Context: an optimization exercise on an open-source flow, tuned for small area. The choices shown serve that exercise and are no tape-out recipe. In this exercise RTL edits were held to simulation tests only and were not proved equivalent to the original. The clock input has no modelled driver; a real chip could not lean on it and would need a root buffer or a full tree. Power and IR drop assume default switching activity.

// isp_flash_programmer
module isp_flash_programmer (
    input  wire        clk,
    input  wire        rst,           
    input  wire        req_valid,
    output wire        req_ready,
    input  wire [2:0]  req_op,
    input  wire [31:0] req_addr,
    input  wire [31:0] req_arg,
    output wire        rsp_valid,
    input  wire        rsp_ready,
    output wire [1:0]  rsp_result,
    output wire [31:0] rsp_rdata,
    output wire [1:0]  rsp_verdict,
    output wire        busy,
    output wire        bus_en,
    output wire        bus_we,
    output wire [2:0]  bus_reg,
    output wire [31:0] bus_wdata,
    input  wire [31:0] bus_rdata
);
Size in the first run: roughly 360 cells after synthesis, roughly 180 I/O pins.
clock: 5.0 ns
lec_check: 0
cap_margin: 20
core_margin: 2
core_utilization: 50
slew_margin: 20
standard.sh (not shown) runs the stock make flow with config.mk's settings and CLKGATE_MAP_FILE= SYNTH_SCRIPT=/design/flow/synth_recipe.tcl, a recipe that flattens the netlist after the stock synthesis.
==> flow/flow/run.sh <==
#!/bin/bash
# Standard ORFS layout with three changes: the port buffers are the smallest
# buffer cell, the clock tree uses clkbuf_4 leaves under a clkbuf_8 root, and
# non-critical gates are downsized after global routing (power recovery).
set -euo pipefail
export BUFFER_PORTS_ARGS="-buffer_cell sky130_fd_sc_hd__buf_1"
export CTS_ARGS="-sink_clustering_enable -repair_clock_nets -root_buf sky130_fd_sc_hd__clkbuf_8 -buf_list sky130_fd_sc_hd__clkbuf_4"
export RECOVER_POWER=100
bash standard.sh > flow_make.log 2>&1
The starting point finished with timing, DRC and antenna clean.
Change:
==> flow/flow/run.sh (replaced) <==
#!/bin/bash
# Standard ORFS layout, with the port buffers made of the smallest buffer cell.
set -euo pipefail
export BUFFER_PORTS_ARGS="-buffer_cell sky130_fd_sc_hd__buf_1"
bash standard.sh > flow_make.log 2>&1
- CTS_BUF_LIST: default -> sky130_fd_sc_hd__clkbuf_8
=>
- worst setup slack improved by 0.39 ns
- via count went up by 0.37%
- clock skew stays flat
- cell count stays the same
- worst hold slack is about the same

run A:
The RTL this note starts from:
==> flow/design.v <==
module isp_result_encoder (
    input  wire       c_inv,
    input  wire       c_tmo,
    input  wire       c_flt,
    output reg  [1:0] result
);
    localparam [1:0] R_SUCCESS = 2'd0,
                     R_TIMEOUT = 2'd1,
                     R_HWFAULT = 2'd2,
                     R_INVALID = 2'd3;
    always @(*) begin
        if (c_inv)
            result = R_INVALID;
        else if (c_tmo)
            result = R_TIMEOUT;
        else if (c_flt)
            result = R_HWFAULT;
        else
            result = R_SUCCESS;
    end
endmodule
module isp_flash_programmer (
    input  wire        clk,
    input  wire        rst,           
    input  wire        req_valid,
    output wire        req_ready,
    input  wire [2:0]  req_op,
    input  wire [31:0] req_addr,
    input  wire [31:0] req_arg,
    output wire        rsp_valid,
    input  wire        rsp_ready,
    output wire [1:0]  rsp_result,
    output wire [31:0] rsp_rdata,
    output wire [1:0]  rsp_verdict,
    output wire        busy,
    output wire        bus_en,
    output wire        bus_we,
    output wire [2:0]  bus_reg,
    output wire [31:0] bus_wdata,
    input  wire [31:0] bus_rdata
);
    localparam [31:0] SPECIAL_ERASE_ADDR = 32'h0020_0000;
    localparam [31:0] ERASE_UNLOCK_KEY   = 32'h0055_AA03;
    localparam [31:0] ALL1_YES           = 32'hA11F_FFFF;
    localparam [31:0] ALL1_NO            = 32'hA110_0000;
    localparam [3:0] S_CMD   = 4'b1000,
                     S_ADDR  = 4'b1001,
                     S_WDATA = 4'b1010,
                     S_TRIG  = 4'b1011,
                     S_POLL  = 4'b0100,
                     S_RFAIL = 4'b0101,
                     S_WFAIL = 4'b1101,
                     S_RDATA = 4'b0010,
                     S_IDLE  = 4'b0110,
                     S_RESP  = 4'b0111;
    localparam [2:0] C_ERASE  = 3'b000,    
                     C_ERASES = 3'b001,    
                     C_READ   = 3'b010,    
                     C_PROG   = 3'b011,    
                     C_CKRES  = 3'b100,    
                     C_CKRUN  = 3'b101,    
                     C_A1RES  = 3'b110,    
                     C_A1RUN  = 3'b111;    
    reg [3:0]  st;
    reg [2:0]  cls;
    reg [1:0]  cnt;
    reg [31:2] addr;
    reg [31:0] data;
    wire s_idle  = (st == S_IDLE);
    wire s_cmd   = (st == S_CMD);
    wire s_addr  = (st == S_ADDR);
    wire s_wdata = (st == S_WDATA);
    wire s_trig  = (st == S_TRIG);
    wire s_poll  = (st == S_POLL);
    wire s_rfail = (st == S_RFAIL);
    wire s_wfail = (st == S_WFAIL);
    wire s_rdata = (st == S_RDATA);
    wire s_resp  = (st == S_RESP);
    wire q_page = (req_addr[8:0] == 9'd0);
    wire q_word = (req_addr[1:0] == 2'd0);
    wire q_parg = (req_arg[8:0] == 9'd0);
    wire q_spec = (req_addr[31:9] == SPECIAL_ERASE_ADDR[31:9]);
    reg  q_ok;
    reg  [2:0] q_cls;
    always @(*) begin
        case (req_op)
            3'd0:    begin q_ok = q_page;          q_cls = q_spec ? C_ERASES : C_ERASE; end
            3'd1:    begin q_ok = q_word;          q_cls = C_READ;  end
            3'd2:    begin q_ok = q_word;          q_cls = C_PROG;  end
            3'd3:    begin q_ok = q_page & q_parg; q_cls = C_CKRUN; end
            3'd4:    begin q_ok = q_page & q_parg; q_cls = C_A1RUN; end
            default: begin q_ok = 1'b0;            q_cls = C_A1RUN; end
        endcase
    end
    wire q_erase = (req_op == 3'd0);
    wire a1res   = (cls == C_A1RES);
    wire rd_busy = bus_rdata[0];
    wire rd_fail = bus_rdata[6];
    wire hi_ok   = (bus_rdata[31:20] == ALL1_YES[31:20]);
    wire rd_yes  = hi_ok & (&bus_rdata[19:0]);
    wire rd_no   = hi_ok & ~(|bus_rdata[19:0]);
    wire last    = (cnt == 2'b01);
    always @(posedge clk) begin
        if (rst) begin
            st <= S_IDLE;
        end else begin
            case (st)
                S_IDLE: if (req_valid) begin
                    cls <= q_cls;
                    cnt <= 2'b11;
                    st  <= q_ok ? S_CMD : S_RESP;
                end
                S_CMD:   st <= S_ADDR;
                S_ADDR:  st <= cls[0] ? S_WDATA : S_TRIG;
                S_WDATA: st <= S_TRIG;
                S_TRIG: begin
                    if (!a1res) cnt <= 2'b11;
                    st <= S_POLL;
                end
                S_POLL: begin
                    if (!rd_busy) begin
                        if (!cls[2]) begin
                            st <= cls[1] & ~cls[0] ? S_RDATA : S_RFAIL;
                        end else if (cls[0]) begin
                            cls[0] <= 1'b0;
                            cnt    <= 2'b11;
                            st     <= S_CMD;
                        end else begin
                            st <= S_RDATA;
                        end
                    end else if (last) begin
                        if (a1res) cnt <= 2'b10;
                        st <= S_RESP;
                    end else begin
                        cnt <= {cnt[0], ~cnt[1]};
                    end
                end
                S_RFAIL: begin
                    cnt <= 2'b00;
                    st  <= rd_fail ? S_WFAIL : S_RESP;
                end
                S_WFAIL: begin
                    cnt <= 2'b10;
                    st  <= S_RESP;
                end
                S_RDATA: begin
                    if (a1res) begin
                        if (rd_yes | rd_no) begin
                            cls[0] <= rd_yes;
                            cnt    <= 2'b00;
                            st     <= S_RESP;
                        end else if (last) begin
                            cnt <= 2'b10;
                            st  <= S_RESP;
                        end else begin
                            cnt <= {cnt[0], ~cnt[1]};
                            st  <= S_CMD;
                        end
                    end else begin
                        cnt <= 2'b00;
                        st  <= S_RESP;
                    end
                end
                S_RESP: if (rsp_ready) st <= S_IDLE;
                default: st <= S_IDLE;
            endcase
        end
    end
    always @(posedge clk)
        if (s_idle) addr <= req_addr[31:2];
    wire d_hold = s_cmd | s_addr | s_wdata | s_trig | s_resp;
    wire d_arg  = s_idle & ~q_erase;
    wire d_key  = s_idle & q_erase;
    wire d_cap  = s_rfail | s_rdata;
    wire d_ones = s_poll | s_wfail | (s_rfail & ~rd_fail) | (s_rdata & a1res) |
                  (s_idle & ~q_ok);
    always @(posedge clk)
        data <= ({32{d_hold}} & data) | ({32{d_arg}} & req_arg) | ({32{d_cap}} & bus_rdata) |
                {32{d_ones}} | ({32{d_key}} & ERASE_UNLOCK_KEY);
    wire [5:0] code;
    assign code[5] = cls[2] ? cls[0] : ~(cls[1] & ~cls[0]);
    assign code[4] = 1'b0;
    assign code[3] = cls[2];
    assign code[2] = cls[2] & ~cls[1];
    assign code[1] = ~cls[2] & ~cls[1];
    assign code[0] = cls[2] ? ~cls[1] : (cls[1] & cls[0]);
    assign bus_en    = ~rst & ~(st[2] & st[1]);
    assign bus_we    = st[3];
    assign bus_reg   = st[2:0];
    assign bus_wdata = ({32{s_addr}} & {addr, 2'b00}) | ({32{s_wdata | s_wfail}} & data) |
                       ({32{s_cmd}} & {26'd0, code}) | {31'd0, s_trig};
    assign req_ready   = s_idle;
    assign busy        = ~s_idle;
    assign rsp_valid   = s_resp;
    assign rsp_result  = cnt;
    assign rsp_rdata   = data;
    assign rsp_verdict = (cls[2] & cls[1] & (cnt == 2'b00)) ? {~cls[0], cls[0]} : 2'b00;
endmodule
export LEC_CHECK = 0
export CAP_MARGIN = 20
export CORE_MARGIN = 2
export CORE_UTILIZATION = 60
export SLEW_MARGIN = 20
create_clock -name core_clock -period 5.0 [get_ports {clk}]
==> flow/flow/run.sh <==
#!/bin/bash
# ORFS layout (standard.sh) with these changes:
#  - after the standard synthesis, the combinational gates between the
#    registers are re-mapped for area by ABC (flow/remap.sh); the registers
#    are kept exactly as the standard synthesis made them;
#  - the port buffers are the smallest buffer cell;
#  - the clock tree is a balanced two-level tree, one root buffer and a few
#    leaf buffers over groups of registers (flow/clock_tree.tcl, used by
#    ORFS's CTS step in place of its clock_tree_synthesis call);
# Each tool's output goes to a log file in this folder (ORFS's own logs are
# under orfs/logs/).
set -euo pipefail
export BUFFER_PORTS_ARGS="-buffer_cell sky130_fd_sc_hd__buf_1"
export PRE_CTS_TCL="$PWD/flow/clock_tree.tcl"
export CLKTREE_NET=clk
export CLKTREE_LEAVES=5
export CLKTREE_LEAF_CELL=sky130_fd_sc_hd__clkbuf_8
export CLKTREE_ROOT_CELL=sky130_fd_sc_hd__clkbuf_4
R=orfs/results/sky130hd/isp_flash_programmer/base
bash standard.sh synth > synth.log 2>&1
cp $R/1_2_yosys.v std_1_2_yosys.v
bash flow/remap.sh "$PWD/std_1_2_yosys.v" "$PWD/remapped.v" "$FLOW_TOP" "$PWD/remap" > remap.log 2>&1
cp remapped.v $R/1_2_yosys.v
rm -f $R/1_synth.odb $R/1_synth.sdc
bash standard.sh > flow_make.log 2>&1
Other scripts of this flow, unchanged in this note and not shown: flow/flow/clock_tree.tcl, flow/flow/remap.sh, flow/flow/remap_scripts.txt
Inputs modified between run A and run B:
Settings: CORE_UTILIZATION changed from 60 to 50.
-- flow/flow/run.sh --
<<< run A, line 9
#    ORFS's CTS step in place of its clock_tree_synthesis call);
# Each tool's output goes to a log file in this folder (ORFS's own logs are
>>> run B, line 9
#    ORFS's CTS step in place of its clock_tree_synthesis call);
#  - non-critical gates are downsized after global routing (power recovery).
# Each tool's output goes to a log file in this folder (ORFS's own logs are
<<< run A, line 18
export CLKTREE_ROOT_CELL=sky130_fd_sc_hd__clkbuf_4
R=orfs/results/sky130hd/isp_flash_programmer/base
>>> run B, line 19
export CLKTREE_ROOT_CELL=sky130_fd_sc_hd__clkbuf_4
export RECOVER_POWER=100
R=orfs/results/sky130hd/isp_flash_programmer/base
[summary]
Ran to the end and failed final checks on capacitance limit, slew limit: run B.
Run B against run A; die boundary width is up by a little under 10%.
Compared to run A, run B has total power about 6% higher.
Summary of run B over run A: fraction of power spent switching nets increased 1.0 points, synthesized area per cell decreased about 2%, met3 track utilization from global routing decreased 2.3 points.
Compared with run A, the router placed fewer vias in run B.
Compared to run A, run B has post-route clock period utilization 5.3 points higher.
Time the final worst path needs with I/O delays and setup ends up higher on run B.
Max-capacitance violation count for run B: 1 up relative to run A
Changes observed in run B relative to run A: core region area went up by 22%, final cell count went up by 10.
Changes in run C relative to run B:
Settings: SLEW_MARGIN: 20 -> 0; CAP_MARGIN: 20 -> 0.
-- flow/flow/run.sh --
<<< run B, line 9
#    ORFS's CTS step in place of its clock_tree_synthesis call);
#  - non-critical gates are downsized after global routing (power recovery).
# Each tool's output goes to a log file in this folder (ORFS's own logs are
>>> run C, line 9
#    ORFS's CTS step in place of its clock_tree_synthesis call);
# Each tool's output goes to a log file in this folder (ORFS's own logs are
<<< run B, line 19
export CLKTREE_ROOT_CELL=sky130_fd_sc_hd__clkbuf_4
export RECOVER_POWER=100
R=orfs/results/sky130hd/isp_flash_programmer/base
>>> run C, line 18
export CLKTREE_ROOT_CELL=sky130_fd_sc_hd__clkbuf_4
R=orfs/results/sky130hd/isp_flash_programmer/base
==> comparison <==
Run C finished every stage and its layout cleared the timing, DRC and antenna checks.
A worst setup path startpoint of st[3] is what run C shows, while st[2] belongs to run B.
Final standard cell utilization of the core delta for run C relative to run B: 0.34 points higher
Est. power | run C vs run B | run C lower
Net count after synthesis, run B and run C, higher one = run B.
Run C vs. run B: final layout net count down 4, sequential share of layout area down 0.22 points.
The clock power on run C is in line with that on run B.
Final cycle utilization of the critical path is lower on run C
Against run B, number of standard cells in the layout, taps in and fillers out in run C fell slightly.
When run C is measured against run B, its layout overhead on the synthesized area turns out 0.95 points higher.
Routed wire length sits higher in run C than in run B.
In the reports for run B and run C, the larger setup slack belongs to run C.
Modified inputs, run D compared to run C
Settings: SLEW_MARGIN: 0 -> 20; CAP_MARGIN: 0 -> 20.
-- flow/flow/run.sh --
<<< run C, line 9
#    ORFS's CTS step in place of its clock_tree_synthesis call);
# Each tool's output goes to a log file in this folder (ORFS's own logs are
>>> run D, line 9
#    ORFS's CTS step in place of its clock_tree_synthesis call);
#  - non-critical gates are downsized after global routing (power recovery),
#    then max slew and capacitance are repaired again (flow/post_grt.tcl).
# Each tool's output goes to a log file in this folder (ORFS's own logs are
<<< run C, line 18
export CLKTREE_ROOT_CELL=sky130_fd_sc_hd__clkbuf_4
R=orfs/results/sky130hd/isp_flash_programmer/base
>>> run D, line 20
export CLKTREE_ROOT_CELL=sky130_fd_sc_hd__clkbuf_4
export RECOVER_POWER=100
export POST_GLOBAL_ROUTE_TCL="$PWD/flow/post_grt.tcl"
R=orfs/results/sky130hd/isp_flash_programmer/base
==> flow/flow/post_grt.tcl (new file) <==
# Sourced at the end of ORFS's global route step (POST_GLOBAL_ROUTE_TCL).
# Power recovery can downsize a buffer below what its load needs; repair the
# max-slew and max-capacitance limits again, then re-legalise and re-route the
# changed nets incrementally.
log_cmd global_route -start_incremental
repair_design_helper
log_cmd detailed_placement
log_cmd global_route -end_incremental -congestion_report_file $::env(REPORTS_DIR)/congestion_post_final_repair.rpt
log_cmd estimate_parasitics -global_routing
report_check_types -max_slew -max_capacitance
write_guides $::env(RESULTS_DIR)/route.guide
Findings:
Run C → run D: initial core utilization comparable; final setup slack of the worst path now smaller; global-route wire length before repair went down; maximum number of pins on one net before global-route repair has increased. Amount of wire on met3 after detailed routing of run D exceeds that of run C by a few percent. In run D the area growth from synthesis to layout turned out 0.34 points lower than in run C. Taking run D as 1.0, run C lands at 0.948 on total power. The area after synthesis of run C and that of run D are within noise of each other. Final worst-path cycle share up 12 points in run D wrt run C.
In every run of this note, the design's own scripts or RTL, not TritonCTS, make the clock network.

-- what the ideal ports hide --
No port has a modelled driver above. Below, the same layouts with a new extraction and two added sets of constraints.
Step 1: set_driving_cell puts a clkbuf_16 on clk and a buf_2 on each other input, an assumption about the parent block.
Step 2 also shifts input and output timing later by t, the mid clock arrival at the registers, as if the neighbouring blocks saw the same clock.
Three values: ideal, step 1, step 2; two values: the first two.
run	shift t [ns]	slack for setup (ns)	worst register clock-pin slew, ns
the first run of note 1	0.376	0.978 / 0.946 / 0.682	0.09 / 0.09
the second run of note 1	0.378	1.364 / 1.331 / 1.709	0.09 / 0.09
run A	0.423	1.245 / 1.215 / 1.418	0.10 / 0.10
run B	0.424	0.982 / 0.952 / 1.230	0.10 / 0.10
run C	0.430	1.373 / 1.341 / 1.500	0.11 / 0.11
run D	0.429	0.781 / 0.749 / 1.177	0.11 / 0.11
The setup slack of the first run of note 1, which loses most, moves by -0.032 ns with the drivers and by -0.296 ns with both steps.
